What follows belongs to an exercise in optimizing a design on an open flow for small area, a short achievable clock period and few clock cycles; a production flow would make more cautious choices.
Where RTL was checked, it was by simulation tests only, not by an equivalence proof against the original.
No functional check of the RTL was part of runs 1 to 3.

===== flow/design.v =====
module bxc_acc (
    input  wire        clk,
    input  wire        rst,           
    input  wire        start,
    input  wire        cfg_b58,       
    input  wire        cfg_decode,    
    input  wire [8:0]  cfg_radix,     
    input  wire        in_valid,
    input  wire [8:0]  in_data,
    output wire        in_ready,
    output wire        out_valid,
    output wire [9:0]  out_data,
    input  wire        out_ready,
    output wire        busy,
    output reg  [2:0]  err_code,
    output reg  [31:0] err_pos
);
    localparam B    = 4;             
    localparam S    = 2 * B;         
    localparam NA   = 64 - S;        
    localparam TAP  = 4;             
    localparam LMIN = 4;
    localparam NBW  = 3;             
    localparam [2:0] ST_IDLE  = 3'd0,
                     ST_FILL  = 3'd1,    
                     ST_RUN   = 3'd2,    
                     ST_OUT   = 3'd3,    
                     ST_FLUSH = 3'd4,    
                     ST_DRAIN = 3'd5;    
    localparam [2:0] E_NONE     = 3'd0,
                     E_INVALID  = 3'd1,
                     E_CAPACITY = 3'd5,
                     E_BADCFG   = 3'd7;
    function [7:0] rom58;
        input [5:0] v;
        begin
            if (v < 6'd9)       rom58 = 8'h31 + {2'b00, v};
            else if (v < 6'd17) rom58 = 8'h41 + {2'b00, v} - 8'd9;
            else if (v < 6'd22) rom58 = 8'h4A + {2'b00, v} - 8'd17;
            else if (v < 6'd33) rom58 = 8'h50 + {2'b00, v} - 8'd22;
            else if (v < 6'd44) rom58 = 8'h61 + {2'b00, v} - 8'd33;
            else                rom58 = 8'h6D + {2'b00, v} - 8'd44;
        end
    endfunction
    function [6:0] tab58;
        input [7:0] c;
        begin
            if (c >= 8'h31 && c <= 8'h39)      tab58 = {1'b1, c[5:0] - 6'h31};
            else if (c >= 8'h41 && c <= 8'h48) tab58 = {1'b1, 6'd9  + (c[5:0] - 6'h01)};
            else if (c >= 8'h4A && c <= 8'h4E) tab58 = {1'b1, 6'd17 + (c[5:0] - 6'h0A)};
            else if (c >= 8'h50 && c <= 8'h5A) tab58 = {1'b1, 6'd22 + (c[5:0] - 6'h10)};
            else if (c >= 8'h61 && c <= 8'h6B) tab58 = {1'b1, 6'd33 + (c[5:0] - 6'h21)};
            else if (c >= 8'h6D && c <= 8'h7A) tab58 = {1'b1, 6'd44 + (c[5:0] - 6'h2D)};
            else                               tab58 = 7'd0;
        end
    endfunction
    function [6:0] grom;
        input       dec;
        input [5:0] grp;
        begin
            if ({dec, grp} == {1'b0, 6'd0}) grom = 7'd32;
            else if ({dec, grp} == {1'b0, 6'd1}) grom = 7'd11;
            else if ({dec, grp} == {1'b0, 6'd2}) grom = 7'd8;
            else if ({dec, grp} == {1'b0, 6'd3}) grom = 7'd7;
            else if ({dec, grp} == {1'b0, 6'd4}) grom = 7'd7;
            else if ({dec, grp} == {1'b0, 6'd5}) grom = 7'd7;
            else if ({dec, grp} == {1'b0, 6'd6}) grom = 7'd6;
            else if ({dec, grp} == {1'b0, 6'd7}) grom = 7'd6;
            else if ({dec, grp} == {1'b0, 6'd8}) grom = 7'd6;
            else if ({dec, grp} == {1'b0, 6'd9}) grom = 7'd6;
            else if ({dec, grp} == {1'b0, 6'd10}) grom = 7'd6;
            else if ({dec, grp} == {1'b0, 6'd11}) grom = 7'd5;
            else if ({dec, grp} == {1'b0, 6'd12}) grom = 7'd5;
            else if ({dec, grp} == {1'b0, 6'd13}) grom = 7'd5;
            else if ({dec, grp} == {1'b0, 6'd14}) grom = 7'd5;
            else if ({dec, grp} == {1'b0, 6'd15}) grom = 7'd5;
            else if ({dec, grp} == {1'b0, 6'd16}) grom = 7'd5;
            else if ({dec, grp} == {1'b0, 6'd17}) grom = 7'd5;
            else if ({dec, grp} == {1'b0, 6'd18}) grom = 7'd5;
            else if ({dec, grp} == {1'b0, 6'd19}) grom = 7'd5;
            else if ({dec, grp} == {1'b0, 6'd20}) grom = 7'd5;
            else if ({dec, grp} == {1'b0, 6'd21}) grom = 7'd5;
            else if ({dec, grp} == {1'b0, 6'd22}) grom = 7'd5;
            else if ({dec, grp} == {1'b0, 6'd23}) grom = 7'd5;
            else if ({dec, grp} == {1'b0, 6'd24}) grom = 7'd5;
            else if ({dec, grp} == {1'b0, 6'd25}) grom = 7'd5;
            else if ({dec, grp} == {1'b0, 6'd26}) grom = 7'd5;
            else if ({dec, grp} == {1'b0, 6'd27}) grom = 7'd5;
            else if ({dec, grp} == {1'b0, 6'd28}) grom = 7'd5;
            else if ({dec, grp} == {1'b0, 6'd29}) grom = 7'd5;
            else if ({dec, grp} == {1'b0, 6'd30}) grom = 7'd5;
            else if ({dec, grp} == {1'b0, 6'd31}) grom = 7'd5;
            else if ({dec, grp} == {1'b0, 6'd32}) grom = 7'd4;
            else if ({dec, grp} == {1'b1, 6'd0}) grom = 7'd2;
            else if ({dec, grp} == {1'b1, 6'd1}) grom = 7'd2;
            else if ({dec, grp} == {1'b1, 6'd2}) grom = 7'd3;
            else if ({dec, grp} == {1'b1, 6'd3}) grom = 7'd3;
            else if ({dec, grp} == {1'b1, 6'd4}) grom = 7'd3;
            else if ({dec, grp} == {1'b1, 6'd5}) grom = 7'd3;
            else if ({dec, grp} == {1'b1, 6'd6}) grom = 7'd3;
            else if ({dec, grp} == {1'b1, 6'd7}) grom = 7'd3;
            else if ({dec, grp} == {1'b1, 6'd8}) grom = 7'd4;
            else if ({dec, grp} == {1'b1, 6'd9}) grom = 7'd4;
            else if ({dec, grp} == {1'b1, 6'd10}) grom = 7'd4;
            else if ({dec, grp} == {1'b1, 6'd11}) grom = 7'd4;
            else if ({dec, grp} == {1'b1, 6'd12}) grom = 7'd4;
            else if ({dec, grp} == {1'b1, 6'd13}) grom = 7'd4;
            else if ({dec, grp} == {1'b1, 6'd14}) grom = 7'd4;
            else if ({dec, grp} == {1'b1, 6'd15}) grom = 7'd4;
            else if ({dec, grp} == {1'b1, 6'd16}) grom = 7'd4;
            else if ({dec, grp} == {1'b1, 6'd17}) grom = 7'd4;
            else if ({dec, grp} == {1'b1, 6'd18}) grom = 7'd4;
            else if ({dec, grp} == {1'b1, 6'd19}) grom = 7'd4;
            else if ({dec, grp} == {1'b1, 6'd20}) grom = 7'd4;
            else if ({dec, grp} == {1'b1, 6'd21}) grom = 7'd4;
            else if ({dec, grp} == {1'b1, 6'd22}) grom = 7'd4;
            else if ({dec, grp} == {1'b1, 6'd23}) grom = 7'd4;
            else if ({dec, grp} == {1'b1, 6'd24}) grom = 7'd4;
            else if ({dec, grp} == {1'b1, 6'd25}) grom = 7'd4;
            else if ({dec, grp} == {1'b1, 6'd26}) grom = 7'd4;
            else if ({dec, grp} == {1'b1, 6'd27}) grom = 7'd4;
            else if ({dec, grp} == {1'b1, 6'd28}) grom = 7'd4;
            else if ({dec, grp} == {1'b1, 6'd29}) grom = 7'd4;
            else if ({dec, grp} == {1'b1, 6'd30}) grom = 7'd4;
            else if ({dec, grp} == {1'b1, 6'd31}) grom = 7'd4;
            else if ({dec, grp} == {1'b1, 6'd32}) grom = 7'd4;
            else grom = 7'd32;
        end
    endfunction
    reg  [2:0]   state;
    reg          busy_r;
    reg          in_ready_r;
    reg          out_valid_r;
    reg  [9:0]   out_data_r;
    reg  [8:0]   lr;             
    reg  [9:0]   nlr;            
    reg  [9:0]   nlr1;           
    reg          ldec;
    reg          lb58;
    reg          raw_v;          
    reg  [8:0]   raw_d;
    reg  [8*B-1:0] qb;           
    reg  [NBW-1:0] nq;
    reg          nz_seen;        
    reg          end_taken;
    reg          stop_in;        
    reg  [7:0]   cs_cur;         
    reg  [7:0]   cs_prev;        
    reg  [6:0]   ph;             
    reg  [5:0]   L;              
    reg  [6:0]   len;            
    reg  [NBW-1:0] nbc;          
    reg  [8*B-1:0] pb;           
    reg  [B-1:0] pact;           
    reg  [B-1:0] pact_prev;      
    reg  [6:0]   Lr0;            
    reg          firstp;         
    reg          z0_r;           
    reg  [S-1:0] fst_r;          
    reg  [S-1:0] act_r;          
    reg  [B-1:0] ovf;            
    reg  [6:0]   wr;             
    reg  [6:0]   jn;             
    reg          endtok;         
    reg  [8*NA-1:0] R;
    reg  [8*S-1:0]  X;
    reg  [8*B-1:0]  XA;          
    reg  [4*S-1:0]  QR;          
    reg  [8*B-1:0]  HR;          
    reg  [B-1:0] CB;             
    assign busy      = busy_r;
    assign in_ready  = in_ready_r;
    assign out_valid = out_valid_r;
    assign out_data  = out_data_r;
    wire [6:0] Lr      = {1'b0, L} + S;
    wire       ph_last = (ph == Lr - 7'd1);
    wire       run     = (state == ST_RUN);
    wire       raw_eos  = raw_d[8];
    wire [7:0] raw_byte = raw_d[7:0];
    wire [6:0] raw_t58  = tab58(raw_byte);
    wire       raw_bad  = ldec && (lb58 ? !raw_t58[6] : ({1'b0, raw_byte} >= lr));
    wire [7:0] raw_val  = (ldec && lb58) ? {2'b00, raw_t58[5:0]} : raw_byte;
    wire       taking   = (state == ST_FILL || run) && !stop_in;
    wire       use_raw  = raw_v && taking && !raw_eos;      
    wire       sym_bad  = use_raw && raw_bad;
    wire       sym_cnt  = use_raw && !raw_bad;
    wire       sym_q    = sym_cnt && (raw_val != 8'd0 || nz_seen);
    wire       in_stop  = end_taken || stop_in;
    wire       go_first = (state == ST_FILL) && (nq == B || (in_stop && nq != 0));
    wire       bnd      = go_first || (run && ph_last);
    wire [8*S-1:0] st_out;
    wire [4*S-1:0] st_q;
    wire [8*S-1:0] st_acc;
    wire [S-1:0]   st_cb;
    wire [S-1:0]   st_act;
    wire [S-1:0]   st_fst;
    genvar k;
    generate
        for (k = 0; k < S; k = k + 1) begin : g_st
            localparam integer U = k / 2;
            localparam integer H = k % 2;
            wire [7:0] cin = (k == 0) ? (z0_r ? 8'd0 : R[7:0]) : X[8*((k == 0) ? 0 : k - 1) +: 8];
            wire       fst = fst_r[k];
            wire       act = act_r[k];
            wire [7:0] sym = pb[8*U +: 8];
            wire [3:0] qr  = QR[4*k +: 4];
            wire [7:0] xa  = XA[8*U +: 8];
            wire [7:0] hr  = HR[8*U +: 8];
            assign st_act[k] = act;
            assign st_fst[k] = fst;
            bxc_acc_stage #(.H(H)) u_st (
                .cin(cin), .sym(sym), .qr(qr), .xa(xa), .hr(hr), .cb(CB[U]),
                .fst(fst), .act(act), .ldec(ldec), .lr(lr), .nlr(H == 0 ? nlr : nlr1),
                .cout(st_out[8*k +: 8]), .q(st_q[4*k +: 4]),
                .acc(st_acc[8*k +: 8]), .cbo(st_cb[k]));
        end
    endgenerate
    reg [B-1:0] ovf_now;
    integer u;
    always @(*) begin
        for (u = 0; u < B; u = u + 1) begin
            ovf_now[u] = 1'b0;
            if (!ldec && fst_r[2*u]   && pact_prev[u] && QR[8*u +: 4]   != 4'd0) ovf_now[u] = 1'b1;
            if (!ldec && fst_r[2*u+1] && pact_prev[u] && QR[8*u+4 +: 4] != 4'd0) ovf_now[u] = 1'b1;
            if ( ldec && fst_r[2*u+1] && pact_prev[u] && (HR[8*u +: 8] != 8'd0 || CB[u])) ovf_now[u] = 1'b1;
        end
    end
    reg [NBW-1:0] ovf_u;
    always @(*) begin
        ovf_u = {NBW{1'b0}};
        for (u = B - 1; u >= 0; u = u - 1)
            if (ovf[u]) ovf_u = u;
    end
    wire [6:0] jx      = (ph >= S) ? ph - S : ph + L;         
    wire       jx_nz   = (X[8*S-1 -: 8] != 8'd0);
    wire [6:0] grow    = grom(ldec, lr[8:3]);
    wire       jx_ok   = !(firstp && ph < S);                
    wire       len_up  = jx_nz && jx_ok && jx >= len;
    wire [6:0] len_n   = len_up ? jx + 7'd1 : len;
    wire [7:0] need    = {1'b0, len_n} + {1'b0, grow};
    wire [7:0] need_l  = need - S + (TAP - 1);
    wire [5:0] L_ext   = (need_l[7:0] >= NA) ? NA[5:0] : {need_l[5:2], 2'b00};
    wire [511:0] V = {X, R};
    wire [6:0] rd_off  = wr - {1'b0, L};
    wire [5:0] rd_idx  = (wr < {1'b0, L}) ? wr[5:0] : (6'd63 - rd_off[5:0]);
    wire [7:0] rd_cell = V[8*rd_idx +: 8];
    wire [7:0] rd_char = (lb58 && !ldec) ? rom58(rd_cell[5:0]) : rd_cell;
    wire drained = in_stop && nq == 0 && !use_raw && pact == {B{1'b0}} && ph > S;
    wire cfg_ok = cfg_b58 || (cfg_radix >= 9'd2 && cfg_radix <= 9'd256);
    integer j;
    always @(posedge clk) begin
        for (j = 0; j < NA; j = j + 1) begin
            if (j == NA - 1)
                R[8*j +: 8] <= X[8*S-1 -: 8];
            else if ((j % TAP) == TAP - 1)
                R[8*j +: 8] <= (L == j + 1) ? X[8*S-1 -: 8] : R[8*(j+1) +: 8];
            else
                R[8*j +: 8] <= R[8*(j+1) +: 8];
        end
        X <= st_out;
        for (j = 0; j < S; j = j + 1) begin
            if (st_act[j]) QR[4*j +: 4] <= st_q[4*j +: 4];
        end
        for (j = 0; j < B; j = j + 1) begin
            if (st_act[2*j]) XA[8*j +: 8] <= st_acc[8*(2*j) +: 8];
            if (st_act[2*j+1]) begin
                HR[8*j +: 8] <= st_acc[8*(2*j+1) +: 8];
                CB[j] <= st_cb[2*j+1];
            end
        end
        begin
            if (in_valid && in_ready_r) begin
                raw_v <= 1'b1;
                raw_d <= in_data;
            end else if (raw_v) begin
                raw_v <= 1'b0;
            end
            if (raw_v && raw_eos && state != ST_IDLE)
                end_taken <= 1'b1;
            if (sym_bad)
                stop_in <= 1'b1;
            if (sym_cnt)
                err_pos <= err_pos + 32'd1;
            if (sym_q)
                nz_seen <= 1'b1;
            if (bnd) begin
                pb <= qb;
                pact_prev <= pact;
                for (j = 0; j < B; j = j + 1)
                    pact[j] <= (j < nq);
                nbc       <= nq;
                cs_prev   <= cs_cur + {7'd0, sym_cnt};
                cs_cur    <= {5'd0, nq} + {7'd0, sym_cnt};
                if (sym_q) begin
                    qb[7:0] <= raw_val;
                    nq    <= 1;
                end else begin
                    nq    <= 0;
                end
            end else begin
                cs_prev <= cs_prev + {7'd0, sym_cnt};
                cs_cur  <= cs_cur  + {7'd0, sym_cnt};
                if (sym_q) begin
                    for (j = 0; j < B; j = j + 1)
                        if (nq == j) qb[8*j +: 8] <= raw_val;
                    nq     <= nq + 1'b1;
                end
            end
            nlr  <= 10'd0 - {1'b0, lr};
            nlr1 <= ~{1'b0, lr};
            fst_r <= {fst_r[S-2:0], bnd};
            for (j = 0; j < S; j = j + 1) begin
                if (j == 0 ? bnd : fst_r[j-1])
                    act_r[j] <= (j == 0) ? (nq != 0) : pact[j/2];
            end
            if (bnd) begin
                Lr0    <= Lr;
                firstp <= go_first;
            end
            z0_r <= go_first || (run && !bnd && (firstp || (ph + 7'd1 >= Lr0)));
            if (go_first)
                ph <= 7'd0;
            else if (state != ST_IDLE && state != ST_FILL)
                ph <= ph_last ? 7'd0 : ph + 7'd1;
            if (run && ph == S - 1 && pact != {B{1'b0}} && need > {1'b0, Lr} && L_ext > L)
                L <= L_ext;
            if (run && len_up)
                len <= jx + 7'd1;
            if (run && ph == S)
                ovf <= {B{1'b0}};
            else
                ovf <= ovf | ovf_now;
            in_ready_r <= 1'b0;
            case (state)
                ST_IDLE: begin
                    out_valid_r <= 1'b0;
                    raw_v       <= 1'b0;
                    lr          <= cfg_b58 ? 9'd58 : cfg_radix;
                    ldec        <= cfg_decode;
                    lb58        <= cfg_b58;
                    nq          <= 0;
                    nz_seen     <= 1'b0;
                    end_taken   <= 1'b0;
                    stop_in     <= 1'b0;
                    cs_cur      <= 8'd0;
                    cs_prev     <= 8'd0;
                    ph          <= 7'd0;
                    L           <= LMIN;
                    len         <= 7'd0;
                    pact        <= {B{1'b0}};
                    pact_prev   <= {B{1'b0}};
                    fst_r       <= {S{1'b0}};
                    act_r       <= {S{1'b0}};
                    ovf         <= {B{1'b0}};
                    if (start) begin
                        err_pos <= 32'd0;
                        if (cfg_ok) begin
                            err_code   <= E_NONE;
                            busy_r     <= 1'b1;
                            state      <= ST_FILL;
                            in_ready_r <= 1'b1;
                        end else begin
                            err_code <= E_BADCFG;
                        end
                    end
                end
                ST_FILL, ST_RUN: begin
                    in_ready_r <= !(in_valid && in_ready_r && in_data[8]) && !end_taken
                                  && !(raw_v && raw_eos) && !stop_in && !sym_bad
                                  && ({1'b0, (bnd ? {NBW{1'b0}} : nq)} + {{NBW{1'b0}}, sym_q}
                                      + {{NBW{1'b0}}, (in_valid && in_ready_r)} < B);
                    if (state == ST_FILL && in_stop && nq == 0 && !raw_v) begin
                        if (stop_in) begin
                            err_code    <= E_INVALID;
                            state       <= ST_FLUSH;
                            out_valid_r <= 1'b1;
                            out_data_r  <= 10'h300;
                        end else begin
                            state       <= ST_OUT;
                            jn          <= 7'd0;
                            endtok      <= 1'b0;
                        end
                    end else if (state == ST_FILL && go_first) begin
                        state <= ST_RUN;
                    end else if (run && ph == S && ovf != {B{1'b0}}) begin
                        err_code    <= E_CAPACITY;
                        err_pos     <= err_pos - {24'd0, cs_prev} + {{(32-NBW){1'b0}}, ovf_u};
                        state       <= ST_FLUSH;
                        in_ready_r  <= 1'b0;
                        out_valid_r <= 1'b1;
                        out_data_r  <= 10'h300;
                    end else if (run && drained) begin
                        in_ready_r <= 1'b0;
                        if (stop_in) begin
                            err_code    <= E_INVALID;
                            state       <= ST_FLUSH;
                            out_valid_r <= 1'b1;
                            out_data_r  <= 10'h300;
                        end else begin
                            state  <= ST_OUT;
                            jn     <= len;
                            endtok <= 1'b0;
                            wr     <= ({1'b0, len} + {1'b0, Lr} - 8'd2 - {1'b0, ph} >= {1'b0, Lr})
                                      ? len - 7'd2 - ph
                                      : len + Lr - 7'd2 - ph;
                        end
                    end
                end
                ST_OUT: begin
                    if (!out_valid_r || out_ready) begin
                        if (out_valid_r && endtok) begin
                            out_valid_r <= 1'b0;
                            busy_r      <= 1'b0;
                            state       <= ST_IDLE;
                            err_code    <= E_NONE;
                            err_pos     <= 32'd0;
                        end else if (jn != 7'd0) begin
                            out_valid_r <= 1'b1;
                            out_data_r  <= {2'b00, rd_char};
                            jn          <= jn - 7'd1;
                            wr          <= (wr >= 7'd2) ? wr - 7'd2 : wr + Lr - 7'd2;
                        end else begin
                            out_valid_r <= 1'b1;
                            out_data_r  <= 10'h100;
                            endtok      <= 1'b1;
                            wr          <= (wr >= 7'd1) ? wr - 7'd1 : wr + Lr - 7'd1;
                        end
                    end else begin
                        wr <= (wr >= 7'd1) ? wr - 7'd1 : wr + Lr - 7'd1;
                    end
                end
                ST_FLUSH: begin
                    if (out_ready) begin
                        out_valid_r <= 1'b0;
                        if (end_taken || (raw_v && raw_eos)) begin
                            busy_r <= 1'b0;
                            state  <= ST_IDLE;
                        end else begin
                            state      <= ST_DRAIN;
                            in_ready_r <= 1'b1;
                        end
                    end
                end
                ST_DRAIN: begin
                    if (in_valid && in_ready_r && in_data[8]) begin
                        busy_r <= 1'b0;
                        state  <= ST_IDLE;
                    end else begin
                        in_ready_r <= 1'b1;
                    end
                end
                default: begin
                    state  <= ST_IDLE;
                    busy_r <= 1'b0;
                end
            endcase
        end
        if (rst) begin
            state       <= ST_IDLE;
            busy_r      <= 1'b0;
            in_ready_r  <= 1'b0;
            out_valid_r <= 1'b0;
            err_code    <= E_NONE;
            err_pos     <= 32'd0;
        end
    end
endmodule
module bxc_acc_stage #(
    parameter H = 0
) (
    input  wire [7:0] cin,
    input  wire [7:0] sym,
    input  wire [3:0] qr,
    input  wire [7:0] xa,
    input  wire [7:0] hr,
    input  wire       cb,
    input  wire       fst,
    input  wire       act,
    input  wire       ldec,
    input  wire [8:0] lr,
    input  wire [9:0] nlr,
    output wire [7:0] cout,
    output wire [3:0] q,
    output wire [7:0] acc,
    output wire       cbo
);
    integer i;
    reg [7:0] e_rem;
    reg [3:0] e_q;
    reg [8:0] e_t;
    reg [9:0] e_d;
    reg       e_b;
    always @(*) begin
        e_rem = cin;
        for (i = 0; i < 4; i = i + 1) begin
            e_b   = fst ? sym[(H == 0 ? 7 : 3) - i] : qr[i];
            e_t   = {e_rem, e_b};
            e_d   = {1'b0, e_t} + nlr + ((H == 0) ? 10'd0 : 10'd1);
            e_q[i] = !e_d[9];
            e_rem = e_d[9] ? e_t[7:0] : e_d[7:0];
        end
    end
    reg [7:0] d_acc;
    reg [3:0] d_p;
    reg [8:0] d_s;
    reg [3:0] d_bits;
    reg [8:0] d_sum;
    reg [7:0] d_out;
    always @(*) begin
        d_acc  = (H == 0) ? 8'd0 : xa;
        d_bits = (H == 0) ? cin[3:0] : cin[7:4];
        for (i = 0; i < 4; i = i + 1) begin
            d_s    = {1'b0, d_acc} + (d_bits[i] ? lr : 9'd0);
            d_p[i] = d_s[0];
            d_acc  = d_s[8:1];
        end
        if (H == 0) begin
            d_sum = 9'd0;
            d_out = {cin[7:4], d_p};
        end else begin
            d_sum = {1'b0, d_p, cin[3:0]} + (fst ? {1'b0, sym} : {1'b0, hr})
                    + {8'd0, (fst ? 1'b0 : cb)};
            d_out = d_sum[7:0];
        end
    end
    assign cout = !act ? cin : (ldec ? d_out : e_rem);
    assign q    = e_q;
    assign acc  = d_acc;
    assign cbo  = d_sum[8];
endmodule

===== flow/run.sh =====
#!/bin/bash
# synth_recipe.tcl (not shown) runs the flow's synth.tcl, then flattens the netlist and writes it again
# the make line also repeats each setting of config.mk as NAME=value (left out here)
make -C /OpenROAD-flow-scripts/flow DESIGN_CONFIG=/design/flow/config.mk WORK_HOME=/design/flow/orfs CLKGATE_MAP_FILE= SYNTH_SCRIPT=/design/flow/synth_recipe.tcl finish

===== flow/config.mk =====
export PLATFORM = sky130hd
export DESIGN_NAME = bxc_acc
export DESIGN_NICKNAME = bxc_acc
export VERILOG_FILES = /design/flow/design.v
export SDC_FILE = /design/flow/constraint.sdc
export NUM_CORES = 4
export LEC_CHECK = 0
export CAP_MARGIN = 70
export CORE_MARGIN = 2
export CORE_UTILIZATION = 40
export PLACE_DENSITY = 0.6
export SLEW_MARGIN = 70
export SYNTH_HIERARCHICAL = 1

===== flow/constraint.sdc =====
create_clock -name core_clock -period 36.0 [get_ports {clk}]
set_input_delay 7.2000 -clock core_clock [delete_from_list [all_inputs] [get_ports {clk}]]
set_output_delay 7.2000 -clock core_clock [all_outputs]
set_load 0.01 [all_outputs]

==> results of run 1 <==
-- area by class of cell --
type / count / area [um^2]
Timing Repair Buffer: 261 / 2359
Tap cell: 2204 / 2758
Multi-Input combinational cell: 5769 / 45800
Clock buffer: 136 / 2883
Fill cell: 15815 / 91280
Sequential cell: 857 / 19390
Antenna cell: 1 / 2.502
Clock inverter: 45 / 560.5
Inverter: 480 / 1814
-- state kept, by name, indices dropped and copies added (netlist names), 8 cells and up --
name / cells
QR: 32
X: 64
cs_cur: 8
fst_r: 8
act_r: 8
nlr: 10
out_data_r: 10
nlr1: 9
R: 448
qb: 32
raw_d: 9
cs_prev: 8
HR: 32
lr: 9
pb: 32
err_pos: 32
XA: 32
-- layer usage --
metal  vias to the layer above  GRT usage (%)  share of wire (%)
li1                      26786              -                  -
met1                     27000          32.17                 46
met2                      1667          37.20                 44
met3                       341          3.175                5.7
met4                         0          8.828                4.0
met5                         -              0                  0
-- worst paths after layout --
path,from,end,slack [ps],cells past startpoint
max,err_pos[11],err_pos[11],26870,1
max reg2reg,nlr[4],X[53],26980,33
min,R[241],R[233],340,0
min reg2reg,R[241],R[233],340,0
-- cell usage in the layout, fill, tap and decap left out, types with 80 or more instances in the layout --
cell and n:
mux2i_1 215, dfxtp_1 587, edfxtp_1 215, a21o_1 138, xor2_1 197, fa_1 80, nor3_1 105, a21oi_1 486
xnor2_1 323, clkbuf_16 104, nor2_1 428, buf_4 105, and2_1 278, inv_1 457, nand3_1 210, nand2_1 493
o21ai_0 313, nor2b_1 130, mux4_2 93, mux2_2 238, a211oi_1 116, o21bai_1 114, ha_1 724
-- stage by stage --
| stage | utilization [%] | hold WS (ps) |
|---|---|---|
| global placement | 42.17 | 327.6 |
| detailed placement | 43.03 | 332.3 |
| finish | 45.29 | 339.8 |
| CTS | 45.09 | 339.2 |
| floorplan | - | 323.5 |
| global route | 45.29 | 349.2 |
==> impl_results.md, run 1 <==
* Via density at 5.721
* Dpl cell area at 71,790 um^2
* Initial drt markers at 4,028
* Largest net degree at the start of global routing at 57
* Detailed-route DRC error count at 0
* Fin Clk Skew at 55.80 ps
* Status: no timing/DRC/antenna violations
* First-pass GRT wire length at 314,800 um
* Die span in y at 413.3 um
* Setup CP Type: reg2out
* # hold bufs at CTS at 0
* Setup Fix Bufs, Post-CTS at 0
* CTS H-tree lvls at 3
* Crit share post-route at 25.37%
* Final worst setup slack at 26,870 ps
* WL/cell at 20.92 um
* Initial core utilization at 40.17%
* Bufs on Longest Clock Path at 3
* WP data required at 28,800 ps
* Input/output buffers at 72
* Antenna-violating nets left at 0
* Nets at 8,297
* DP HPWL at 152,400 um
* Initial antenna violation count at 3
* CP max-delay cell: clkdlybuf4s50_1
* Total CTS buffers at 96
* CP arrival at 1930 ps
* Minimum clock period at 9132 ps
* Design area at 75,570 um^2
* Ys Warns at 9
* CTS clk-pin slew, worst paths at 60 ps
* RSZ-0062 raised after global routing: false
* Post-synthesis cell count at 7,340
* Max-slew violations at 0
* CTS tree: done
* Core area at 166,800 um^2
* Die W at 413.3 um
* GRT Residual Overflow at 0
* Layout cell share with drive strength beyond 1 at 13.78%
* # IOs at 73
* Worst-path fanout max at 6
* Clock latency on the worst-skew pair at 760 ps
* Detailed Routing Iterations Pass 1 at 6
* Worst Path Buf+Inv at 1
* Worst hold path type: reg2reg
* Final setup fails at 0
* PostCTS Resize Cnt at 0
* Final Hold Viols at 0
* DRT Wirelength at 204,000 um
* Synth-to-Final Area Change at 12.74%
* Cell Area, Synth at 67,030 um^2
* Vias in the first global route at 54,178
* Fmax at 109.5 MHz
* Gr usage total at 23.40%
* Placer Congestion at 0.9307
* Critical path startpoint category: flip-flop
* Mean post-synth cell area at 9.132 um^2
* Clk root buf: clkbuf_16
* Max-cap violations at 0
* Die area at 170,900 um^2
* Layout Cells excl Fill at 9,753
* # rows at 150
* Pre-CTS WS at 26,130 ps
* CP max stage delay at 690 ps
* Critical-path cell list: clkdlybuf4s50_1
* Placed Instances at 9,562
* Vias at 55,794
* CP top delay family: buffers and inverters
* # clock sinks at 857
* CP endpoint kind: output port
* Setup TNS at 0 ps
==> inputs of run 2 (changes only) <==
--- a/flow/design.v
+++ b/flow/design.v
@@ -20,4 +20,4 @@
     localparam NA   = 64 - S;        
-    localparam TAP  = 4;             
-    localparam LMIN = 4;
+    localparam TAP  = 2;             
+    localparam LMIN = 2;
     localparam NBW  = 3;             
@@ -241,3 +241,3 @@
     wire [7:0] need_l  = need - S + (TAP - 1);
-    wire [5:0] L_ext   = (need_l[7:0] >= NA) ? NA[5:0] : {need_l[5:2], 2'b00};
+    wire [5:0] L_ext   = (need_l[7:0] >= NA) ? NA[5:0] : {need_l[5:1], 1'b0};
     wire [511:0] V = {X, R};
--- a/flow/config.mk
+++ b/flow/config.mk
@@ -7,3 +7,3 @@
 export LEC_CHECK = 0
-export CAP_MARGIN = 70
+export CAP_MARGIN = 20
 export CORE_MARGIN = 2
@@ -11,3 +11,3 @@
 export PLACE_DENSITY = 0.6
-export SLEW_MARGIN = 70
+export SLEW_MARGIN = 20
 export SYNTH_HIERARCHICAL = 1
==> impl_results.md, run 2 <==
* Crit share post-route at 27.37%
* Fin Clk Skew at 80.22 ps
* Max-slew violations at 0
* Detailed Routing Iterations Pass 1 at 6
* GRT Residual Overflow at 0
* Input/output buffers at 72
* Max-cap violations at 0
* # IOs at 73
* Hold depth at 0
* Fmax at 101.5 MHz
* Setup Fix Bufs, Post-CTS at 0
* Vias in the first global route at 55,548
* Largest net degree at the start of global routing at 59
* Die area at 172,400 um^2
* CTS clk-pin slew, worst paths at 70 ps
* WL/cell at 21.65 um
* Gr usage total at 23.77%
* Minimum clock period at 9854 ps
* Final Hold Viols at 0
* DRT Wirelength at 210,400 um
* Relative slew slack at 19.66%
* Die span in y at 415.2 um
* CP arrival at 10,430 ps
* Worst hold path type: reg2reg
* RSZ-0062 raised after global routing: false
* Clock latency on the worst-skew pair at 760 ps
* Reg with most FFs: R
* Design area at 74,250 um^2
* CTS tree: done
* Setup CP Type: reg2reg
* Worst-path fanout max at 13
* Nets at 8,286
* WP data required at 36,580 ps
* Dpl cell area at 70,840 um^2
* Most frequent cells in the layout: ha_1, dfxtp_1, a21oi_1, inv_1, nand2_1
* Detailed-route DRC error count at 0
* Final core occ at 44.30%
* Vias at 56,316
* Clk root buf: clkbuf_16
* CP max-delay cell: xnor2_1
* Core area at 167,600 um^2
* Cell Area, Synth at 67,620 um^2
* Critical path startpoint category: flip-flop
* Bufs on Longest Clock Path at 3
* Ys Warns at 9
* CP endpoint kind: flip-flop
* Layout cell share with drive strength beyond 1 at 11.42%
* Initial drt markers at 4,242
* # hold bufs at CTS at 0
* Total CTS buffers at 96
* Slew @ Worst Pin at 1194 ps
* Crit path from: nlr[0]
* Antenna-violating nets left at 0
* Setup TNS at 0 ps
* Largest regs: R: 448 flops, X: 64 flops
* FF-to-FF path depth at 32
* First-pass GRT wire length at 325,000 um
* Placer Congestion at 0.9113
* Synth-to-Final Area Change at 9.802%
* Commonest non-fill, non-tap cell in the layout: ha_1
* Initial antenna violation count at 15
* DP HPWL at 151,800 um
* # rows at 150
* CP max stage delay at 840 ps
* Hold Startpoint: R[396]
* # clock sinks at 859
* Largest register FFs at 448
* Die W at 415.2 um
* CTS H-tree lvls at 3
* FF-to-FF Start: nlr[0]
* Initial core utilization at 40.34%
* Final setup fails at 0
* Post-synthesis cell count at 7,405
* Via density at 5.794
* Mean post-synth cell area at 9.131 um^2
* PostCTS Resize Cnt at 0
* Status: no timing/DRC/antenna violations
[run 2: final cells by class]
type | count | area, um^2
Antenna cell | 2 | 5.005
Multi-Input combinational cell | 5795 | 45330
Sequential cell | 859 | 19360
Clock buffer | 120 | 2708
Clock inverter | 56 | 654.4
Fill cell | 16056 | 93350
Timing Repair Buffer | 183 | 1554
Inverter | 500 | 1877
Tap cell | 2204 | 2758
[run 2: metal layers]
metal	vias to the layer above	routed length [um]	share of wire, %	track usage, %
met5	-	12	0.0057	0
met4	2	7121	3.4	8.407
met3	351	13150	6.2	2.825
met2	1801	96370	46	39.24
met1	27310	93760	45	31.93
li1	26852	-	-	-
[run 2: final timing paths]
kind / slack (ps) / end
setup reg to reg: 26150 / X[37]
setup / recovery: 26150 / X[37]
hold / removal: 290 / R[388]
hold reg to reg: 290 / R[388]
[run 2: worst max-delay path: cells and delay by family, from the launching register on]
family / cells / cell delay, ps
compound gates: 12 / 3130
xor+xnor: 3 / 1950
fa+ha+maj: 4 / 1210
buf+inv: 4 / 890
flops: 1 / 700
mux: 1 / 200
simple gates: 8 / 1580
[run 2: through the flow]
step           instances  worst slack, ps  hold slack, ps
2_1_floorplan       7436            27220           323.1
3_3_place_gp        9541            26180           327.9
3_5_place_dp        9541            26110           331.2
4_1_cts             9717            26050           299.0
5_1_grt             9717            25480           315.5
6_report            9719            26150           293.5
==> inputs of run 3 (changes only) <==
--- a/flow/config.mk
+++ b/flow/config.mk
@@ -7,3 +7,3 @@
 export LEC_CHECK = 0
-export CAP_MARGIN = 20
+export CAP_MARGIN = 90
 export CORE_MARGIN = 2
@@ -11,3 +11,3 @@
 export PLACE_DENSITY = 0.6
-export SLEW_MARGIN = 20
+export SLEW_MARGIN = 90
 export SYNTH_HIERARCHICAL = 1
==> impl_results.md, run 3 <==
* Status: did not finish
* Failed at: global routing (5_1_grt)
* Tool Error: [ERROR GRT-0116] Global routing finished with congestion. Check the congestion regions in the DRC Viewer.
* Dpl cell area at 117,000 um^2
* # hold bufs at CTS at 0
* Total CTS buffers at 94
* Setup Fix Bufs, Post-CTS at 0
* DP HPWL at 287,600 um
* Die span in y at 415.2 um
* # rows at 150
* Post-synthesis cell count at 7,405
* Ys Warns at 9
* Input/output buffers at 72
* Vias in the first global route at 100,128
* GRT Residual Overflow at 55
* Bufs on Longest Clock Path at 3
* # IOs at 73
* PostCTS Resize Cnt at 0
* Die W at 415.2 um
* CTS H-tree lvls at 3
* # clock sinks at 859
* Largest net degree at the start of global routing at 19
* First-pass GRT wire length at 756,900 um
* Initial core utilization at 40.34%
* Gr usage total at 61.70%
* Placer Congestion at 0.9113
* Mean post-synth cell area at 9.131 um^2
* Cell Area, Synth at 67,620 um^2
* Clk root buf: clkbuf_16
==> run 3: stage by stage <==
step | setup WS (ps) | std cells
detailed placement | 6957 | 12311
global placement | 26180 | 9541
floorplan | 27220 | 7436
CTS | 6035 | 12489
==> run 3: routing by layer <==
metal | track usage (%) | GRT overflow
met5 | 39.90 | 0
met4 | 58.08 | 20
met2 | 75.50 | 27
met3 | 53.70 | 6
met1 | 58.53 | 2
==> run 3: how the worst min path moves through the flow <==
| stage | depth (start not counted) | endpoint | start | slack (ps) |
|---|---|---|---|---|
| after CTS | 0 | R[96] | R[104] | 340 |
| after detailed placement | 0 | R[390] | R[398] | 330 |
| after global placement | 0 | R[326] | R[334] | 330 |
| after floorplan | 0 | R[114] | R[122] | 320 |
==> inputs of run 4 (changes only) <==
--- a/flow/design.v
+++ b/flow/design.v
@@ -21,2 +21,3 @@
     localparam TAP  = 2;             
+    localparam FINE = 16;            
     localparam LMIN = 2;
@@ -235,3 +236,3 @@
     wire       jx_nz   = (X[8*S-1 -: 8] != 8'd0);
-    wire [6:0] grow    = grom(ldec, lr[8:3]);
+    reg  [6:0] grow;             
     wire       jx_ok   = !(firstp && ph < S);                
@@ -240,4 +241,17 @@
     wire [7:0] need    = {1'b0, len_n} + {1'b0, grow};
-    wire [7:0] need_l  = need - S + (TAP - 1);
-    wire [5:0] L_ext   = (need_l[7:0] >= NA) ? NA[5:0] : {need_l[5:1], 1'b0};
+    function [5:0] lfit;
+        input [7:0] x;
+        reg   [7:0] a, l;
+        begin
+            a = x - S;
+            l = a + ((a <= FINE) ? 8'd1 : 8'd3);
+            if (x <= S)         lfit = 6'd0;
+            else if (l >= NA)   lfit = NA[5:0];
+            else if (a <= FINE) lfit = {l[5:1], 1'b0};
+            else                lfit = {l[5:2], 2'b00};
+        end
+    endfunction
+    wire [5:0] L_lo    = lfit({1'b0, len} + {1'b0, grow});
+    wire [5:0] L_hi    = lfit({1'b0, Lr} + {1'b0, grow});
+    wire [5:0] L_ext   = (jx_nz && jx_ok) ? L_hi : L_lo;
     wire [511:0] V = {X, R};
@@ -249,2 +263,5 @@
     wire cfg_ok = cfg_b58 || (cfg_radix >= 9'd2 && cfg_radix <= 9'd256);
+    wire [NBW:0] q_after  = {1'b0, (bnd ? {NBW{1'b0}} : nq)} + {{NBW{1'b0}}, sym_q};
+    wire         rdy_room = !end_taken && !(raw_v && raw_eos) && !stop_in && !sym_bad && (q_after < B);
+    wire         rdy_full = (q_after >= B - 1);
     integer j;
@@ -254,3 +271,3 @@
                 R[8*j +: 8] <= X[8*S-1 -: 8];
-            else if ((j % TAP) == TAP - 1)
+            else if ((j < FINE) ? ((j % TAP) == TAP - 1) : ((j % (2*TAP)) == 2*TAP - 1))
                 R[8*j +: 8] <= (L == j + 1) ? X[8*S-1 -: 8] : R[8*(j+1) +: 8];
@@ -308,4 +325,5 @@
             end
+            grow <= grom(ldec, lr[8:3]);
             nlr  <= 10'd0 - {1'b0, lr};
-            nlr1 <= ~{1'b0, lr};
+            nlr1 <= nlr;
             fst_r <= {fst_r[S-2:0], bnd};
@@ -324,3 +342,3 @@
                 ph <= ph_last ? 7'd0 : ph + 7'd1;
-            if (run && ph == S - 1 && pact != {B{1'b0}} && need > {1'b0, Lr} && L_ext > L)
+            if (run && ph == S - 1 && pact != {B{1'b0}} && L_ext > L)
                 L <= L_ext;
@@ -367,6 +385,3 @@
                 ST_FILL, ST_RUN: begin
-                    in_ready_r <= !(in_valid && in_ready_r && in_data[8]) && !end_taken
-                                  && !(raw_v && raw_eos) && !stop_in && !sym_bad
-                                  && ({1'b0, (bnd ? {NBW{1'b0}} : nq)} + {{NBW{1'b0}}, sym_q}
-                                      + {{NBW{1'b0}}, (in_valid && in_ready_r)} < B);
+                    in_ready_r <= rdy_room && !(in_valid && in_ready_r && (in_data[8] || rdy_full));
                     if (state == ST_FILL && in_stop && nq == 0 && !raw_v) begin
@@ -487,17 +502,14 @@
     integer i;
-    reg [7:0] e_rem;
-    reg [3:0] e_q;
-    reg [8:0] e_t;
-    reg [9:0] e_d;
-    reg       e_b;
-    always @(*) begin
-        e_rem = cin;
-        for (i = 0; i < 4; i = i + 1) begin
-            e_b   = fst ? sym[(H == 0 ? 7 : 3) - i] : qr[i];
-            e_t   = {e_rem, e_b};
-            e_d   = {1'b0, e_t} + nlr + ((H == 0) ? 10'd0 : 10'd1);
-            e_q[i] = !e_d[9];
-            e_rem = e_d[9] ? e_t[7:0] : e_d[7:0];
+    wire [7:0] e_r [0:4];
+    wire [3:0] e_q;
+    assign e_r[0] = cin;
+    genvar g;
+    generate
+        for (g = 0; g < 4; g = g + 1) begin : g_er
+            bxc_acc_erow u_r (
+                .rem(e_r[g]), .b(fst ? sym[(H == 0 ? 7 : 3) - g] : qr[g]), .nlr(nlr),
+                .remo(e_r[g+1]), .q(e_q[g]));
         end
-    end
+    endgenerate
+    wire [7:0] e_rem = e_r[4];
     reg [7:0] d_acc;
@@ -530 +542,12 @@
 endmodule
+module bxc_acc_erow (
+    input  wire [7:0] rem,
+    input  wire       b,
+    input  wire [9:0] nlr,
+    output wire [7:0] remo,
+    output wire       q
+);
+    wire [9:0] d = {1'b0, rem, b} + nlr;
+    assign q    = !d[9];
+    assign remo = d[9] ? {rem[6:0], b} : d[7:0];
+endmodule
--- a/flow/config.mk
+++ b/flow/config.mk
@@ -7,3 +7,3 @@
 export LEC_CHECK = 0
-export CAP_MARGIN = 90
+export CAP_MARGIN = 70
 export CORE_MARGIN = 2
@@ -11,3 +11,3 @@
 export PLACE_DENSITY = 0.6
-export SLEW_MARGIN = 90
+export SLEW_MARGIN = 70
 export SYNTH_HIERARCHICAL = 1
==> impl_results.md, run 4 <==
* Nets at 8,709
* Pre-CTS WS at 26,530 ps
* Multi-input gate area at 49,510 um^2
* # IOs at 73
* Core area at 175,900 um^2
* Layout cell share with drive strength beyond 1 at 16.23%
* Die span in y at 424.5 um
* Input/output buffers at 72
* PostCTS Resize Cnt at 0
* Mean post-synth cell area at 9.126 um^2
* Synth-to-Final Area Change at 12.69%
* Via density at 5.908
* CP endpoint kind: output port
* Worst Path Buf+Inv at 1
* Clk root buf: clkbuf_16
* Slew @ Worst Pin at 462.2 ps
* Critical path startpoint category: flip-flop
* Setup TNS at 0 ps
* Worst reg-to-reg setup slack at 27,510 ps
* Setup Fix Bufs, Post-CTS at 0
* Antenna-violating nets left at 0
* Vias in the first global route at 58,793
* CP max-delay cell: clkdlybuf4s50_1
* Fmax at 109.2 MHz
* Most frequent cells in the layout: ha_1, dfxtp_1, nand2_1, a21oi_1, mux2_2
* Largest net degree at the start of global routing at 65
* Final Hold Viols at 0
* Gr usage total at 23.97%
* # hold bufs at CTS at 0
* Commonest non-fill, non-tap cell in the layout: ha_1
* First-pass GRT wire length at 343,100 um
* Initial antenna violation count at 13
* Max-slew violations at 0
* Initial drt markers at 5,011
* WL/cell at 21.70 um
* Final setup fails at 0
* Cell Area, Synth at 70,720 um^2
* Design area at 79,690 um^2
* RR Endpoint: X[14]
* Placer Congestion at 0.9098
* Die W at 424.5 um
* Crit share post-route at 25.45%
* RSZ-0062 raised after global routing: false
* Largest register FFs at 448
* Setup CP Type: reg2out
* CTS clk-pin slew, worst paths at 60 ps
* GRT Residual Overflow at 0
* Worst hold path type: reg2reg
* DP HPWL at 163,500 um
* Fin Clk Skew at 68.31 ps
* Initial core utilization at 40.20%
* Minimum clock period at 9162 ps
* # clock sinks at 865
* Crit path from: err_pos[2]
* CP max stage delay at 620 ps
* Die area at 180,200 um^2
* FF-to-FF path depth at 28
* CTS H-tree lvls at 3
* Largest regs: R: 448 flops, X: 64 flops
* WP data required at 28,800 ps
* DRT Wirelength at 223,300 um
* Ys Warns at 9
* Max-cap violations at 0
* Worst setup path endpoint: err_pos[2]
* Detailed-route DRC error count at 0
* CP arrival at 1960 ps
* # rows at 154
* CTS tree: done
* Area occupied by registers at 19,590 um^2
* Post-synthesis cell count at 7,749
* Relative slew slack at 68.86%
* Detailed Routing Iterations Pass 1 at 6
* Final worst setup slack at 26,840 ps
* Dpl cell area at 75,640 um^2
* Reg with most FFs: R
* CP top delay family: buffers and inverters
* Filler Cell Count at 16,688
* Critical-path cell list: clkdlybuf4s50_1
* Bufs on Longest Clock Path at 3
* Hold Startpoint: R[213]
* FF-to-FF Start: nlr1[4]
* Clock latency on the worst-skew pair at 770 ps
* Stages on the worst setup path at 1
* Total CTS buffers at 98
* Status: no timing/DRC/antenna violations
* Worst-path fanout max at 8
* Vias at 60,793
[run 4: worst min-delay path by stage]
stage / endpoint / slack, ps / cells past startpoint
finish: R[205] / 310 / 0
global route: R[205] / 300 / 0
CTS: R[205] / 300 / 0
detailed placement: R[394] / 330 / 0
global placement: R[394] / 330 / 0
floorplan: R[139] / 320 / 0
[run 4: per-layer routing]
layer / track usage, % / vias up / wire length [um]
met3: 3.240 / 425 / 14560
met2: 39.22 / 1925 / 101100
met4: 8.891 / 2 / 8362
met1: 32.07 / 29523 / 99240
li1: - / 28918 / -
met5: 0 / - / 9
[run 4: area by class of cell]
class                           instances  area share, %
Tap cell                             2340          3.674
Clock buffer                          136          3.683
Sequential cell                       865          24.58
Inverter                              435          2.065
Timing Repair Buffer                  254          2.988
Antenna cell                            7        0.02198
Multi-Input combinational cell       6204          62.13
Clock inverter                         49         0.8557
[run 4: per-stage QoR]
step	cells	hold slack, ps	utilization [%]
after floorplan	7749	323.1	-
after global placement	10036	326.6	42.22
after detailed placement	10086	329.7	43.00
after CTS	10271	297.6	45.05
after global routing	10284	300.2	45.29
final	10290	309.7	45.30
Testbench counts of run 4, summed over its fixed seeds: cycles 47,571.
==> inputs of run 5 (changes only) <==
==> flow/flow/run.sh (new file) <==
#!/bin/bash
# Layout flow: the standard ORFS flow (standard.sh, synthesis unchanged),
# with the port buffers built from sky130_fd_sc_hd__buf_2 cells instead of the
# delay-buffer cells buffer_ports picks by default. Every input and output
# port still gets its own buffer.
set -euo pipefail
export BUFFER_PORTS_ARGS="-buffer_cell sky130_fd_sc_hd__buf_2"
bash standard.sh finish > standard_flow.log 2>&1
==> flow/standard.sh (new file) <==
#!/bin/bash
# synth_recipe.tcl (not shown) runs the flow's synth.tcl, then flattens the netlist and writes it again
# the make line also repeats each setting of config.mk as NAME=value (left out here)
make -C /OpenROAD-flow-scripts/flow DESIGN_CONFIG=/design/flow/config.mk WORK_HOME=/design/flow/orfs CLKGATE_MAP_FILE= SYNTH_SCRIPT=/design/flow/synth_recipe.tcl "${@:-finish}"
removed: flow/run.sh
==> impl_results.md, run 5 <==
* Status: no timing/DRC/antenna violations
* Crit share post-route at 24.26%
* Design area at 79,080 um^2
* CP max stage delay at 570 ps
* Clock latency on the worst-skew pair at 770 ps
* Max-cap violations at 0
* RSZ-0062 raised after global routing: false
* Commonest non-fill, non-tap cell in the layout: ha_1
* Synth-to-Final Area Change at 11.82%
* CP max-delay cell: dfxtp_1
* DP HPWL at 162,300 um
* Die W at 424.5 um
* Cell Area, Synth at 70,720 um^2
* Setup TNS at 0 ps
* Largest net degree at the start of global routing at 56
* # hold bufs at CTS at 0
* Critical-path cell list: buf_2
* Largest register FFs at 448
* Nets at 8,707
* CP top delay family: flip-flops
* Detailed Routing Iterations Pass 1 at 6
* Worst-path fanout max at 8
* Core area at 175,900 um^2
* Worst Path Buf+Inv at 1
* First-pass GRT wire length at 341,300 um
* Relative slew slack at 67.04%
* Initial antenna violation count at 13
* Input/output buffers at 72
* Initial drt markers at 4,671
* Clk root buf: clkbuf_16
* Layout cell share with drive strength beyond 1 at 16.80%
* GRT Residual Overflow at 0
* Multi-input gate area at 49,480 um^2
* Mean post-synth cell area at 9.126 um^2
* Fmax at 114.5 MHz
* Pre-CTS WS at 26,870 ps
* Setup Fix Bufs, Post-CTS at 0
* CP endpoint kind: output port
* Final Hold Viols at 0
* # rows at 154
* Via density at 5.924
* Detailed-route DRC error count at 0
* Final setup fails at 0
* Bufs on Longest Clock Path at 3
* Fin Clk Skew at 74.18 ps
* Die span in y at 424.5 um
* Post-synthesis cell count at 7,749
* Dpl cell area at 75,260 um^2
* Critical path startpoint category: flip-flop
* Area occupied by registers at 19,580 um^2
* Filler Cell Count at 16,677
* CTS clk-pin slew, worst paths at 60 ps
* DRT Wirelength at 222,000 um
* Slew @ Worst Pin at 488.0 ps
* Hold_ws at 288.6 ps
* CTS H-tree lvls at 3
* Worst hold path type: reg2reg
* Final core occ at 44.95%
* Placer Congestion at 0.8898
* Final worst setup slack at 27,270 ps
* Total CTS buffers at 98
* Max-slew violations at 0
* Placed Instances at 10,092
* WP data required at 28,800 ps
* Minimum clock period at 8735 ps
* Vias at 60,925
* Antenna-violating nets left at 0
* Layout Cells excl Fill at 10,284
* CTS tree: done
* Gr usage total at 23.82%
* Vias in the first global route at 58,871
* # clock sinks at 865
* Largest regs: R: 448 flops, X: 64 flops
* WL/cell at 21.58 um
* Most frequent cells in the layout: ha_1, dfxtp_1, nand2_1, a21oi_1, mux2_2
* PostCTS Resize Cnt at 0
* Reg with most FFs: R
* Setup CP Type: reg2out
* Initial core utilization at 40.20%
* Ys Warns at 9
* # IOs at 73
* CP arrival at 1530 ps
* Die area at 180,200 um^2
==> run 5: layer usage <==
layer | global-route usage, % | routed length [um] | share of wire [%] | vias to the layer above
li1 | - | - | - | 28928
met1 | 31.68 | 96890 | 44 | 29566
met2 | 38.81 | 100500 | 45 | 1971
met3 | 3.255 | 15320 | 6.9 | 456
met4 | 9.632 | 9265 | 4.2 | 4
met5 | 0 | 20 | 0.0090 | -
==> run 5: layout make-up <==
cell class	count	area share (%)
multi-input combinational	6204	62.57
sequential	865	24.76
clock buffer	144	3.799
tap	2340	3.703
timing repair buffer	252	2.396
inverter	435	2.081
clock inverter	41	0.6820
antenna	3	0.009494
==> run 5: final timing paths <==
kind | slack [ps] | startpoint | depth (start not counted) | to
setup / recovery | 27270 | err_pos[2] | 1 | err_pos[2]
hold / removal | 290 | R[173] | 0 | R[165]
setup reg to reg | 27580 | nlr1[6] | 27 | X[59]
hold reg to reg | 290 | R[173] | 0 | R[165]
==> inputs of run 6 (changes only) <==
--- a/flow/design.v
+++ b/flow/design.v
@@ -232,3 +232,3 @@
         for (u = B - 1; u >= 0; u = u - 1)
-            if (ovf[u]) ovf_u = u;
+            if (ovf[u] || ovf_now[u]) ovf_u = u;
     end
@@ -257,7 +257,10 @@
     wire [511:0] V = {X, R};
-    wire [6:0] rd_off  = wr - {1'b0, L};
-    wire [5:0] rd_idx  = (wr < {1'b0, L}) ? wr[5:0] : (6'd63 - rd_off[5:0]);
+    wire [7:0] w0_t    = {1'b0, len} - 8'd1 - {1'b0, ph};
+    wire [6:0] w0      = w0_t[7] ? w0_t[6:0] + Lr : w0_t[6:0];
+    wire [6:0] rd_w    = (state == ST_OUT) ? wr : w0;
+    wire [6:0] rd_off  = rd_w - {1'b0, L};
+    wire [5:0] rd_idx  = (rd_w < {1'b0, L}) ? rd_w[5:0] : (6'd63 - rd_off[5:0]);
     wire [7:0] rd_cell = V[8*rd_idx +: 8];
     wire [7:0] rd_char = (lb58 && !ldec) ? rom58(rd_cell[5:0]) : rd_cell;
-    wire drained = in_stop && nq == 0 && !use_raw && pact == {B{1'b0}} && ph > S;
+    wire drained = in_stop && nq == 0 && !use_raw && pact == {B{1'b0}} && ph >= S;
     wire cfg_ok = cfg_b58 || (cfg_radix >= 9'd2 && cfg_radix <= 9'd256);
@@ -346,3 +349,3 @@
                 len <= jx + 7'd1;
-            if (run && ph == S)
+            if (run && ph == S - 1)
                 ovf <= {B{1'b0}};
@@ -399,3 +402,3 @@
                         state <= ST_RUN;
-                    end else if (run && ph == S && ovf != {B{1'b0}}) begin
+                    end else if (run && ph == S - 1 && (ovf | ovf_now) != {B{1'b0}}) begin
                         err_code    <= E_CAPACITY;
@@ -414,8 +417,14 @@
                         end else begin
-                            state  <= ST_OUT;
-                            jn     <= len;
-                            endtok <= 1'b0;
-                            wr     <= ({1'b0, len} + {1'b0, Lr} - 8'd2 - {1'b0, ph} >= {1'b0, Lr})
-                                      ? len - 7'd2 - ph
-                                      : len + Lr - 7'd2 - ph;
+                            state       <= ST_OUT;
+                            out_valid_r <= 1'b1;
+                            if (len == 7'd0) begin
+                                out_data_r <= 10'h100;
+                                endtok     <= 1'b1;
+                                jn         <= 7'd0;
+                            end else begin
+                                out_data_r <= {2'b00, rd_char};
+                                endtok     <= 1'b0;
+                                jn         <= len - 7'd1;
+                                wr         <= (w0 >= 7'd2) ? w0 - 7'd2 : w0 + Lr - 7'd2;
+                            end
                         end
--- a/flow/config.mk
+++ b/flow/config.mk
@@ -7,3 +7,3 @@
 export LEC_CHECK = 0
-export CAP_MARGIN = 70
+export CAP_MARGIN = 45
 export CORE_MARGIN = 2
@@ -11,3 +11,3 @@
 export PLACE_DENSITY = 0.6
-export SLEW_MARGIN = 70
+export SLEW_MARGIN = 45
 export SYNTH_HIERARCHICAL = 1
==> impl_results.md, run 6 <==
* Ys Warns at 9
* Detailed Routing Iterations Pass 1 at 5
* Total CTS buffers at 93
* CP max stage delay at 650 ps
* Hold EP: R[341]
* CTS H-tree lvls at 3
* # rows at 153
* Max-slew violations at 0
* RSZ-0062 raised after global routing: false
* Initial core utilization at 40.16%
* Fin Clk Skew at 53.74 ps
* Crit-path most repeated cell: inv_1
* Setup Fix Bufs, Post-CTS at 0
* Largest regs: R: 448 flops, X: 64 flops
* Placed Instances at 9,710
* Bufs on Longest Clock Path at 3
* RR Endpoint: out_data_r[2]
* Die area at 177,700 um^2
* Crit share post-route at 27.12%
* Vias at 56,957
* FF-to-FF Start: ph[0]
* Initial antenna violation count at 15
* Clk root buf: clkbuf_16
* Post-synthesis cell count at 7,378
* Design area at 76,500 um^2
* GRT Residual Overflow at 0
* # IOs at 73
* Status: no timing/DRC/antenna violations
* DP HPWL at 156,400 um
* Max-cap violations at 0
* Die W at 421.5 um
* Critical path startpoint category: flip-flop
* Crit path from: ph[0]
* Antenna-violating nets left at 0
* # clock sinks at 865
* First-pass GRT wire length at 324,300 um
* FF-to-FF path depth at 33
* CTS clk-pin slew, worst paths at 60 ps
* Via density at 5.761
* CP max-delay cell: nor2_8
* Hold depth at 0
* CP arrival at 10,260 ps
* CP endpoint kind: flip-flop
* Fmax at 102.4 MHz
* Synth-to-Final Area Change at 9.698%
* Minimum clock period at 9762 ps
* WP data required at 36,500 ps
* Gr usage total at 23.06%
* Commonest non-fill, non-tap cell in the layout: ha_1
* Final Hold Viols at 0
* Slew @ Worst Pin at 828.8 ps
* Initial drt markers at 4,924
* # hold bufs at CTS at 0
* Clock latency on the worst-skew pair at 760 ps
* Dpl cell area at 73,280 um^2
* Placer Congestion at 0.9205
* Layout Cells excl Fill at 9,887
* Setup TNS at 0 ps
* Nets at 8,322
* Reg with most FFs: R
* Cell Area, Synth at 69,730 um^2
* Relative slew slack at 44.62%
* WL/cell at 21.36 um
* Setup CP Type: reg2reg
* Largest net degree at the start of global routing at 61
* Most frequent cells in the layout: ha_1, dfxtp_1, nand2_1, a21oi_1, mux2_2
* CTS tree: done
* Largest register FFs at 448
* Hold Startpoint: R[349]
* Mean post-synth cell area at 9.452 um^2
* Worst-path fanout max at 34
* Layout cell share with drive strength beyond 1 at 15.97%
* Worst reg-to-reg setup slack at 26,240 ps
* Detailed-route DRC error count at 0
* Vias in the first global route at 54,441
* PostCTS Resize Cnt at 0
* Final setup fails at 0
* Input/output buffers at 72
* Die span in y at 421.5 um
* DRT Wirelength at 211,200 um
* Worst hold path type: reg2reg
* Core area at 173,600 um^2
[run 6: worst max-delay path by stage]
stage | to | slack, ps
global route | out_data_r[5] | 25530
global placement | out_data_r[2] | 26430
CTS | out_data_r[2] | 26330
finish | out_data_r[2] | 26240
detailed placement | out_data_r[2] | 26330
floorplan | err_code[2] | 27290
[run 6: cell type report]
type                    instances  area [um^2]
diodes                          3        7.507
clock buffers                 122         2600
clock inverters                52        590.6
fillers                     16710        97130
inverters                     428         1609
multi-input cells            5894        47980
flip-flops and latches        865        19490
well taps                    2325         2909
repair buffers                198         1315
[run 6: critical path: cells and delay by family (launching register included)]
kind	cells	cell delay, ps
xor gates and xnor gates	2	790
muxes	1	530
buffers and inverters	6	1500
AOI/OAI and AO/OA	7	1590
adders and majority gates	5	1760
DFF	1	410
and+or+nand+nor	12	2920
[run 6: metrics by stage]
stage / setup slack (ps) / hold slack (ps) / utilization [%]
2_1_floorplan: 27290 / 324.1 / -
3_3_place_gp: 26430 / 328.1 / 42.15
3_5_place_dp: 26330 / 331.5 / 42.21
4_1_cts: 26330 / 315.6 / 44.04
5_1_grt: 25530 / 324.5 / 44.05
6_report: 26240 / 320.9 / 44.06
[run 6: metal layers]
layer | vias to the layer above | GRT usage (%) | wire length, um
li1 | 27348 | - | -
met1 | 27647 | 32.21 | 96320
met2 | 1631 | 36.51 | 94090
met3 | 331 | 3.377 | 13750
met4 | 0 | 7.312 | 7045
met5 | - | 0 | 0
Testbench counts of run 6, summed over its fixed seeds: cycles 47,093.
==> inputs of run 7 (changes only) <==
--- a/flow/config.mk
+++ b/flow/config.mk
@@ -7,3 +7,3 @@
 export LEC_CHECK = 0
-export CAP_MARGIN = 45
+export CAP_MARGIN = 80
 export CORE_MARGIN = 2
@@ -11,3 +11,3 @@
 export PLACE_DENSITY = 0.6
-export SLEW_MARGIN = 45
+export SLEW_MARGIN = 80
 export SYNTH_HIERARCHICAL = 1
==> impl_results.md, run 7 <==
* Placed Instances at 9,910
* CP arrival at 9710 ps
* Detailed-route DRC error count at 0
* Synth-to-Final Area Change at 17.56%
* Most frequent cells in the layout: ha_1, dfxtp_1, nand2_1, mux2_2, a21oi_1
* Initial antenna violation count at 18
* Antenna-violating nets left at 0
* CP max-delay cell: clkdlybuf4s50_1
* Mean post-synth cell area at 9.452 um^2
* CP max stage delay at 550 ps
* Final setup fails at 0
* Minimum clock period at 9102 ps
* Critical path startpoint category: flip-flop
* Via density at 5.785
* Die W at 421.5 um
* First-pass GRT wire length at 332,000 um
* Status: no timing/DRC/antenna violations
* Die span in y at 421.5 um
* CTS tree: done
* # clock sinks at 865
* Worst-path fanout max at 12
* Placer Congestion at 0.9205
* RSZ-0062 raised after global routing: false
* Reg with most FFs: R
* DP HPWL at 163,100 um
* Design area at 81,980 um^2
* Dpl cell area at 77,400 um^2
* Fmax at 109.9 MHz
* Max-cap violations at 0
* Layout cell share with drive strength beyond 1 at 23.54%
* # rows at 153
* GRT Residual Overflow at 0
* PostCTS Resize Cnt at 0
* CTS clk-pin slew, worst paths at 60 ps
* Bufs on Longest Clock Path at 3
* Worst Path Buf+Inv at 6
* WP data required at 36,610 ps
* # hold bufs at CTS at 0
* Setup Fix Bufs, Post-CTS at 0
* Filler Cell Count at 16,122
* DRT Wirelength at 216,700 um
* Clock latency on the worst-skew pair at 760 ps
* Slew @ Worst Pin at 324.7 ps
* Die area at 177,700 um^2
* Clk root buf: clkbuf_16
* CP endpoint kind: flip-flop
* WL/cell at 21.41 um
* Post-synthesis cell count at 7,378
* Layout Cells excl Fill at 10,121
* Setup CP Type: reg2reg
* Total CTS buffers at 95
* Gr usage total at 23.57%
* Nets at 8,555
* CP top delay family: compound AO/OA/AOI/OAI gates
* Largest register FFs at 448
* Vias at 58,551
* Initial core utilization at 40.16%
* Core area at 173,600 um^2
* Final Hold Viols at 0
* Vias in the first global route at 56,472
* Cell Area, Synth at 69,730 um^2
* # IOs at 73
* Worst hold path type: reg2reg
* Largest net degree at the start of global routing at 35
* Detailed Routing Iterations Pass 1 at 5
* Initial drt markers at 4,674
* Input/output buffers at 72
* Ys Warns at 9
* Relative slew slack at 78.35%
* Fin Clk Skew at 63.00 ps
* Max-slew violations at 0
* Hold_ws at 336.3 ps
* Largest regs: R: 448 flops, X: 64 flops
* Setup TNS at 0 ps
* CTS H-tree lvls at 3
* Crit share post-route at 25.28%
* Commonest non-fill, non-tap cell in the layout: ha_1
-- run 7: changes by cell type in the layout (fill, tap and decap cells not counted), moves of 30 or more --
cell      delta
buf_6       +47
o21ai_0     -56
dfxtp_4     +42
a21oi_1     -59
a21oi_2     +52
dfxtp_2     +44
buf_2       +69
dfxtp_1     -86
buf_4       -56
xnor2_1     -31
a211oi_1    -30
o21ai_1     +39
buf_8       +36
buf_1       +54
-- run 7: final cells by class --
class,instances,area [um^2],share of cell area [%]
flip-flops and latches,865,19700,24.03
clock buffers,117,2615,3.190
repair buffers,429,3721,4.539
clock inverters,62,691.9,0.8440
inverters,428,1619,1.975
well taps,2325,2909,3.548
multi-input cells,5894,50720,61.87
diodes,1,2.502,0.003052
-- run 7: worst register-to-register path, delay by kind of cell, from the launching register on --
family	cells	cell delay (ps)
buffers and inverters	6	1680
DFF	1	420
AOI/OAI and AO/OA	13	2860
adders and majority gates	4	1400
and+or+nand+nor	5	960
muxes	5	1640
-- run 7: through the flow --
stage	utilization, %	setup slack [ps]
after floorplan	-	27290
after global placement	42.15	26430
after detailed placement	44.58	27110
after CTS	46.48	27260
after global routing	47.22	26590
final	47.22	26900
-- run 7: final timing paths --
kind | start | end | slack, ps | cells after the start
worst min register to register | R[79] | R[71] | 340 | 0
worst min-delay path | R[79] | R[71] | 340 | 0
worst max-delay path | R[2] | X[3] | 26900 | 33
worst max register to register | R[2] | X[3] | 26900 | 33
-- run 7: layer usage --
metal	share of wire [%]	up-vias	GRT usage [%]	wire, um
li1	-	27863	-	-
met1	45	28575	32.39	97680
met2	45	1759	37.79	97920
met3	6.4	354	3.647	13810
met4	3.4	0	7.575	7319
met5	0	-	0	0

==> afterwards: timing with drivers on the ports <==
In the flow no input, the clock included, has a driving cell. The finished layouts below were timed again as built, in two steps. Step 1 assumes that a clkbuf_16 drives the clock port and a buf_2 every other input. Step 2, shift: input delay + t, output delay - t, t = (earliest + latest rising clock arrival at the registers) / 2. This alone moves slack from input paths to output paths. a / b / c = ideal / step 1 / step 2; a / b = the first two.
| run | t, ns | slack for setup (ns) | worst setup path after step 2 |
|---|---|---|---|
| run 1 | 0.816 | 26.868 / 26.787 / 26.235 | input to register |
| run 2 | 0.804 | 26.147 / 26.147 / 26.116 | input to register |
| run 4 | 0.814 | 26.838 / 26.755 / 26.533 | input to register |
| run 5 | 0.818 | 27.265 / 27.182 / 26.891 | input to register |
| run 6 | 0.808 | 26.239 / 26.239 / 26.239 | register to register |
| run 7 | 0.821 | 26.898 / 26.898 / 26.898 | register to register |
After both steps setup and hold are still met in every run listed. For run 1, which loses most, drivers alone change the setup slack by -0.081 ns; drivers and shift together by -0.633 ns.
